Source: an optimization exercise on an open RTL-to-GDS flow (aim: small area). Production flows keep margins and buffers that such runs may drop.
The RTL was checked by simulation tests, not by an equivalence proof against the original design.
Power figures rest on the tool's default switching activity, not on a simulated workload.

## config.mk

```make
export PLATFORM = sky130hd
export DESIGN_NAME = pyro_stream_ingest
export DESIGN_NICKNAME = pyro_stream_ingest
export VERILOG_FILES = /design/flow/design.v
export SDC_FILE = /design/flow/constraint.sdc
export NUM_CORES = 4
export LEC_CHECK = 0
export CAP_MARGIN = 20
export CORE_MARGIN = 2
export CORE_UTILIZATION = 40
export SLEW_MARGIN = 20
```

## constraint.sdc

```tcl
create_clock -name core_clock -period 10.0 [get_ports {clk}]
set_input_delay 2.0000 -clock core_clock [delete_from_list [all_inputs] [get_ports {clk}]]
set_output_delay 2.0000 -clock core_clock [all_outputs]
set_load 0.01 [all_outputs]
```

## design.v

```verilog
module pyro_crc8_step (
    input  wire [7:0] crc_in,
    input  wire [7:0] data,
    output reg  [7:0] crc_out
);
    integer i;
    always @(*) begin
        crc_out = crc_in ^ data;
        for (i = 0; i < 8; i = i + 1)
            crc_out = crc_out[0] ? ((crc_out >> 1) ^ 8'h8C) : (crc_out >> 1);
    end
endmodule
module pyro_crc16_step (
    input  wire [15:0] crc_in,
    input  wire [7:0]  data,
    output reg  [15:0] crc_out
);
    integer i;
    always @(*) begin
        crc_out = crc_in ^ {8'h00, data};
        for (i = 0; i < 8; i = i + 1)
            crc_out = crc_out[0] ? ((crc_out >> 1) ^ 16'h8408) : (crc_out >> 1);
    end
endmodule
module pyro_stream_ingest #(
    parameter [31:0] LIVE_TIMEOUT = 32'd100
) (
    input  wire         clk,
    input  wire         rst,           
    input  wire         in_valid,      
    input  wire [7:0]   in_byte,
    input  wire [31:0]  now,           
    output reg          ev_valid,      
    output reg  [2:0]   ev_code,       
    output reg  [87:0]  rec_0001,      
    output reg  [7:0]   rec_0002,      
    output reg  [103:0] rec_0201,      
    output reg  [7:0]   last_seq,      
    output reg          online         
);
    localparam [2:0] SEEK_SOF    = 3'd0,
                     LEN_LOW     = 3'd1,
                     LEN_HIGH    = 3'd2,
                     SEQ         = 3'd3,
                     HEADER_CRC8 = 3'd4,
                     BODY_CRC16  = 3'd5;
    localparam [2:0] EV_RESYNC_LEN   = 3'd1,
                     EV_RESYNC_CRC8  = 3'd2,
                     EV_RESYNC_CRC16 = 3'd3,
                     EV_FRAME_OK     = 3'd4,
                     EV_FRAME_UNSUB  = 3'd5;
    localparam [7:0]  SOF       = 8'hA5;
    localparam [15:0] MAX_FRAME = 16'd256;
    localparam        STAGE_N   = 13;    
    reg [2:0]  step;
    reg [15:0] index;
    reg [15:0] declared_length;
    reg [7:0]  seq_r;
    reg [15:0] cmd_r;
    reg [7:0]  crc8_r;
    reg [15:0] crc16_r;
    reg [7:0]  rx_lo;                    
    reg [7:0]  stage [0:STAGE_N-1];      
    reg [31:0] last_alive;
    wire [7:0]  crc8_base  = (step == SEEK_SOF) ? 8'hFF    : crc8_r;
    wire [15:0] crc16_base = (step == SEEK_SOF) ? 16'hFFFF : crc16_r;
    wire [7:0]  crc8_next;
    wire [15:0] crc16_next;
    pyro_crc8_step  u_crc8  (.crc_in(crc8_base),  .data(in_byte), .crc_out(crc8_next));
    pyro_crc16_step u_crc16 (.crc_in(crc16_base), .data(in_byte), .crc_out(crc16_next));
    wire [15:0] len_full  = declared_length | {in_byte, 8'h00};
    wire [16:0] frame_len = {1'b0, declared_length} + 17'd9;
    wire [16:0] index_inc = {1'b0, index} + 17'd1;
    wire [15:0] pay_pos   = index - 16'd7;
    wire last_byte = in_valid && (step == BODY_CRC16) && !(index_inc < frame_len);
    wire crc16_ok  = ({in_byte, rx_lo} == crc16_r);
    wire alive     = last_byte && crc16_ok;
    integer k;
    always @(posedge clk) begin
        if (rst) begin
            step            <= SEEK_SOF;
            index           <= 16'd0;
            declared_length <= 16'd0;
            ev_valid        <= 1'b0;
            ev_code         <= 3'd0;
            rec_0001        <= 88'd0;
            rec_0002        <= 8'd0;
            rec_0201        <= 104'd0;
            last_seq        <= 8'd0;
            online          <= 1'b0;
            last_alive      <= 32'd0;
        end else begin
            ev_valid <= 1'b0;
            if (in_valid) begin
                case (step)
                SEEK_SOF: begin
                    if (in_byte == SOF) begin
                        crc8_r  <= crc8_next;
                        crc16_r <= crc16_next;
                        index   <= 16'd1;
                        step    <= LEN_LOW;
                    end
                end
                LEN_LOW: begin
                    crc8_r          <= crc8_next;
                    crc16_r         <= crc16_next;
                    declared_length <= {8'h00, in_byte};
                    index           <= 16'd2;
                    step            <= LEN_HIGH;
                end
                LEN_HIGH: begin
                    if ({1'b0, len_full} + 17'd9 > {1'b0, MAX_FRAME}) begin
                        step            <= SEEK_SOF;
                        index           <= 16'd0;
                        declared_length <= 16'd0;
                        ev_valid        <= 1'b1;
                        ev_code         <= EV_RESYNC_LEN;
                    end else begin
                        crc8_r          <= crc8_next;
                        crc16_r         <= crc16_next;
                        declared_length <= len_full;
                        index           <= 16'd3;
                        step            <= SEQ;
                    end
                end
                SEQ: begin
                    crc8_r  <= crc8_next;
                    crc16_r <= crc16_next;
                    seq_r   <= in_byte;
                    index   <= 16'd4;
                    step    <= HEADER_CRC8;
                end
                HEADER_CRC8: begin
                    if (crc8_r == in_byte) begin
                        crc16_r <= crc16_next;
                        index   <= 16'd5;
                        step    <= BODY_CRC16;
                    end else begin
                        step            <= SEEK_SOF;
                        index           <= 16'd0;
                        declared_length <= 16'd0;
                        ev_valid        <= 1'b1;
                        ev_code         <= EV_RESYNC_CRC8;
                    end
                end
                BODY_CRC16: begin
                    if (index_inc < frame_len) begin
                        index <= index_inc[15:0];
                        if ({1'b0, index} < frame_len - 17'd2) begin
                            crc16_r <= crc16_next;
                            if (index == 16'd5) cmd_r[7:0]  <= in_byte;
                            if (index == 16'd6) cmd_r[15:8] <= in_byte;
                            if (index >= 16'd7 && pay_pos < STAGE_N)
                                stage[pay_pos[3:0]] <= in_byte;
                        end else begin
                            rx_lo <= in_byte;
                        end
                    end else begin
                        if (crc16_ok) begin
                            last_seq <= seq_r;
                            ev_valid <= 1'b1;
                            case (cmd_r)
                            16'h0001: begin
                                for (k = 0; k < 11; k = k + 1)
                                    if (k < declared_length) rec_0001[8*k +: 8] <= stage[k];
                                ev_code <= EV_FRAME_OK;
                            end
                            16'h0002: begin
                                for (k = 0; k < 1; k = k + 1)
                                    if (k < declared_length) rec_0002[8*k +: 8] <= stage[k];
                                ev_code <= EV_FRAME_OK;
                            end
                            16'h0201: begin
                                for (k = 0; k < 13; k = k + 1)
                                    if (k < declared_length) rec_0201[8*k +: 8] <= stage[k];
                                ev_code <= EV_FRAME_OK;
                            end
                            default: ev_code <= EV_FRAME_UNSUB;
                            endcase
                        end else begin
                            ev_valid <= 1'b1;
                            ev_code  <= EV_RESYNC_CRC16;
                        end
                        step            <= SEEK_SOF;
                        index           <= 16'd0;
                        declared_length <= 16'd0;
                    end
                end
                default: begin
                    step            <= SEEK_SOF;
                    index           <= 16'd0;
                    declared_length <= 16'd0;
                end
                endcase
            end
            if (alive) begin
                online     <= 1'b1;
                last_alive <= now;
            end else if (now - last_alive > LIVE_TIMEOUT) begin
                online <= 1'b0;
            end
        end
    end
endmodule
```

## run.sh

```bash
#!/bin/bash
# synth_recipe.tcl (not shown) runs the flow's synth.tcl, then flattens the netlist and writes it again
# the make line also repeats each setting of config.mk as NAME=value (left out here)
make -C /OpenROAD-flow-scripts/flow DESIGN_CONFIG=/design/flow/config.mk WORK_HOME=/design/flow/orfs CLKGATE_MAP_FILE= SYNTH_SCRIPT=/design/flow/synth_recipe.tcl finish
```

==> impl_metrics.toml <==
[die]
die-area_mm2 = 0.0537
die_y_um = 232
rows = 83
die_w_um = 232
coreArea_mm2 = 0.0513
ioPinCount = 256
initial_core_util = 0.404

[timing]
rsz0062_at_grt = "no"
setup_viol = 0
fmax_mhz = 171
worstMarginPinSlew_ns = 1.10
min_period_over_period = 0.585
period_needed_ns = 5.85
drv_slew = 0
finalHoldViolCount = 0
setup-tns-final_ns = 0
worst_slack_ns = 4.15
slew_headroom = 0.266
worst_clock_skew_ns = 0.0298

[setup_path]
worstPathRequired_ns = 10.21
path_cells = "ha_1 > a21o_4 > nand2_1 > nor2_1 > nand3_1 > xor2_1 > ha_1 > a21oi_1 > nor2b_1 > o21ai_0 > o311ai_4 > nor3_1 > buf_4 > nand4_1 > nand3b_1 > nor2_1"
cp_max_fo = 13
crit_family = "simple AND/OR/NAND/NOR gates"
r2r_cells = 16
r2r_slack_ns = 4.15
crit_path_end_kind = "register"
timing.rr.start = "declared_length[1]$_SDFFE_PP0P_"
critPathLaunchType = "register"
r2r-end = "stage[1][4]$_DFFE_PP_"
crit_arrival_ns = 6.06
crit_buf_inv = 1
cp_slowest_stage_delay_ns = 0.88
slowest_stage = "nor2_1"
critical_path_class = "reg2reg"

[clock_tree]
clockBufferDepth = 3
cts_resized = 0
clkSinkCount = 440
cts_hold_buffers = 0
root_buffer = "clkbuf_16"
ctsHtreeMaxLevel = 2
tritoncts = "done"
clock_latency_ns = 0.61
cts_buffers = 48
cts_setup_buffers = 0
cts.clk_slew.worst_paths_ns = 0.06

[worst_hold_path]
holdPathStages = 2
hp-start = "last_alive[9]$_SDFFE_PP0P_"
holdPathEnd = "last_alive[9]$_SDFFE_PP0P_"
hold_class = "reg2reg"

[power_and_ir_drop]
switching_share = 0.253
p_leak_nw = 9.19
power_density_mw_per_mm2 = 166
power.share.sequential = 0.454
ir_drop_uv = 136
clkPwrFrac = 0.438
p_sw_mw = 1.08
internal-power_mw = 3.17
p_comb_frac = 0.108

[place]
place_ws_ns = 4.00
hpwl_um = 41700
placed_cells = 2867
io_buffers = 255
routabilityCongestion = 0.912

[routing]
wl_per_cell_um = 20.4
wirelength_um = 60200
drt-pass1-iter-count = 7
via_per_inst = 5.37
num_vias = 15900
ant_nets = 0
first_iter_violations = 1183
drc = 0

[logic_synthesis]
synth_area_per_cell_um2 = 10.2
synth-seq-cells = 440
synth.distinct_cells = 85
netlist_area_mm2 = 0.0207
synth_cells = 2024
synth-async-reset-ratio = 0
ys.flop_type = "dfxtp_1"
yosys_warnings = 3
syn-num-nets = 2135
ys_seq_area_frac = 0.502
synth_edf_count = 160

[flow_run]
maxCapViolations = 0

[global_routing]
grt_max_degree = 196
overflow = 0
grt_pass1_wl_um = 92300
grt_pass1_vias = 15600
grtUsageTotal = 0.220
antenna_found_initial = 0

[layout]
synthToLayoutAreaGrowth_pct = 23.3
diodes = 0
nets = 2349
layout.cells.non_filler = 2958
drive_gt1_frac = 0.0584

[outcome]
outcome = "complete, no violations"
[cells in the final DEF (no fill, tap or decap), types with 9 or more instances in the layout]
cell,instances
nor2_1,311
dfxtp_1,280
clkdlybuf4s50_1,254
mux2i_1,212
nand2_1,170
edfxtp_1,160
a21oi_1,98
xnor2_1,92
ha_1,67
inv_1,53
xor2_1,49
clkbuf_16,48
nand3_1,46
o21ai_0,41
nand2b_1,32
nor3_1,28
nand4_1,25
nor4_1,19
clkbuf_1,18
a21o_1,17
a211oi_1,15
and3_1,14
buf_4,13
a31oi_1,10
nor3b_1,10
nor2b_1,10
o21a_1,9
[cell usage after synthesis, types with 9 or more instances]
master      n  area share
nor2b_1    10      0.0030
nand4_1    25      0.0075
clkbuf_1   78       0.014
mux2i_1   212        0.10
nand2b_1   32      0.0097
edfxtp_1  160        0.23
xnor2_1    92       0.039
a21o_1     17      0.0062
nor3_1     29      0.0070
buf_2      18      0.0043
inv_1      53      0.0096
o21a_1      9      0.0033
dfxtp_1   280        0.27
a31oi_1    10      0.0030
a211oi_1   15      0.0054
nand2_1   170       0.031
nor2_1    311       0.056
nor4_1     19      0.0057
xor2_1     49       0.021
o21ai_0    41      0.0099
nand3_1    46       0.011
a21oi_1    99       0.024
nor3b_1    10      0.0036
ha_1       67       0.040
and3_1     14      0.0042
[worst max path at each step]
stage / from / endpoint / slack (ns) / cells after the start
3_3_place_gp: in_byte[2] / crc16_r[13]$_DFFE_PP_ / 4.05 / 8
6_report: declared_length[1]$_SDFFE_PP0P_ / stage[1][4]$_DFFE_PP_ / 4.15 / 16
5_1_grt: declared_length[1]$_SDFFE_PP0P_ / stage[1][3]$_DFFE_PP_ / 3.83 / 16
3_5_place_dp: in_byte[2] / crc16_r[1]$_DFFE_PP_ / 4.00 / 8
2_1_floorplan: in_byte[5] / rec_0201[24]$_SDFFE_PP0P_ / 5.37 / 9
4_1_cts: declared_length[1]$_SDFFE_PP0P_ / stage[1][3]$_DFFE_PP_ / 4.27 / 16
[stage by stage]
stage          power (mW)  hold WS, ns  instance area, um2   util
2_1_floorplan        2.28        0.432               20700      -
3_3_place_gp         2.41        0.439               23900  0.465
3_5_place_dp         2.42        0.444               23900  0.465
4_1_cts              4.28        0.451               25500  0.498
5_1_grt              4.40        0.465               25600  0.498
6_report             4.25        0.450               25600  0.498
[power by group through the flow]
| stage | sequential [mW] | clock [mW] | combinational, mW |
|---|---|---|---|
| after global placement | 1.96 | 0 | 0.446 |
| final | 1.93 | 1.86 | 0.459 |
| after detailed placement | 1.97 | 0 | 0.454 |
| after CTS | 1.93 | 1.90 | 0.459 |
| after floorplan | 1.95 | 0 | 0.332 |
| after global routing | 1.93 | 1.97 | 0.502 |
[flip-flops by register name (all words and copies together) (netlist names)]
register / cells
crc16_r: 16
step: 3
stage: 104
last_alive: 32
rec_0001: 88
index: 16
online: 1
crc8_r: 8
rec_0201: 104
rec_0002: 8
last_seq: 8
declared_length: 16
ev_code: 3
rx_lo: 8
ev_valid: 1
seq_r: 8
cmd_r: 16
[metal layers]
metal,global-route usage,up-vias,routed length [um]
li1,-,7561,-
met1,0.288,7821,26700
met2,0.373,417,29300
met3,0.0394,81,2980
met4,0.0581,0,1310
met5,0,-,0
[area by class of cell]
class,instances,area (um2)
fillers,4624,25700
flip-flops and latches,440,10400
multi-input cells,1425,9730
repair buffers,270,2700
clock buffers,72,1350
well taps,680,851
clock inverters,18,322
inverters,53,199
[kinds of logic (layout without fill, tap and decap cells)]
group           Yosys count  count (layout)  synth area share
mux                     213             213             0.103
fa+ha+maj                68              68            0.0414
flops                   440             440             0.502
buf+inv                 159             413            0.0308
xor+xnor                145             145            0.0627
compound gates          291             291             0.105
simple gates            708             708             0.155
[tightest hold or removal path, stage by stage, from the launching register on]
cell and delay [ns]:
dfxtp_1 0.30, nand2_1 0.05, a21oi_1 0.05

## port drivers added, routing unchanged
The flow's constraints put no driver on any port. The routed layout listed below was extracted and timed again, unchanged, in two steps.
Step 1 (the two cells are an assumption about what drives the block):
set clk [get_ports {clk}]
set_driving_cell -lib_cell sky130_fd_sc_hd__clkbuf_16 $clk
set_driving_cell -lib_cell sky130_fd_sc_hd__buf_2 [delete_from_list [all_inputs] $clk]
Step 2 moves the port delays by t, midway between the first and last clock arrival at a register: inputs arrive t later, outputs are due t later. That takes back most of the time a late clock gives input paths.
a / b / c = ideal / step 1 / step 2; a / b = the first two.
t, ns: 0.661
setup WS [ns]: 4.148 / 4.148 / 4.040
hold slack, ns: 0.450 / 0.450 / 0.450
latest minus earliest clock arrival (ns): 0.030 / 0.031
cell pins on the clock port's net: 1
After both steps this run still meets setup and hold. The setup slack of this run moves by 0.000 ns with the drivers and by -0.108 ns with both steps.
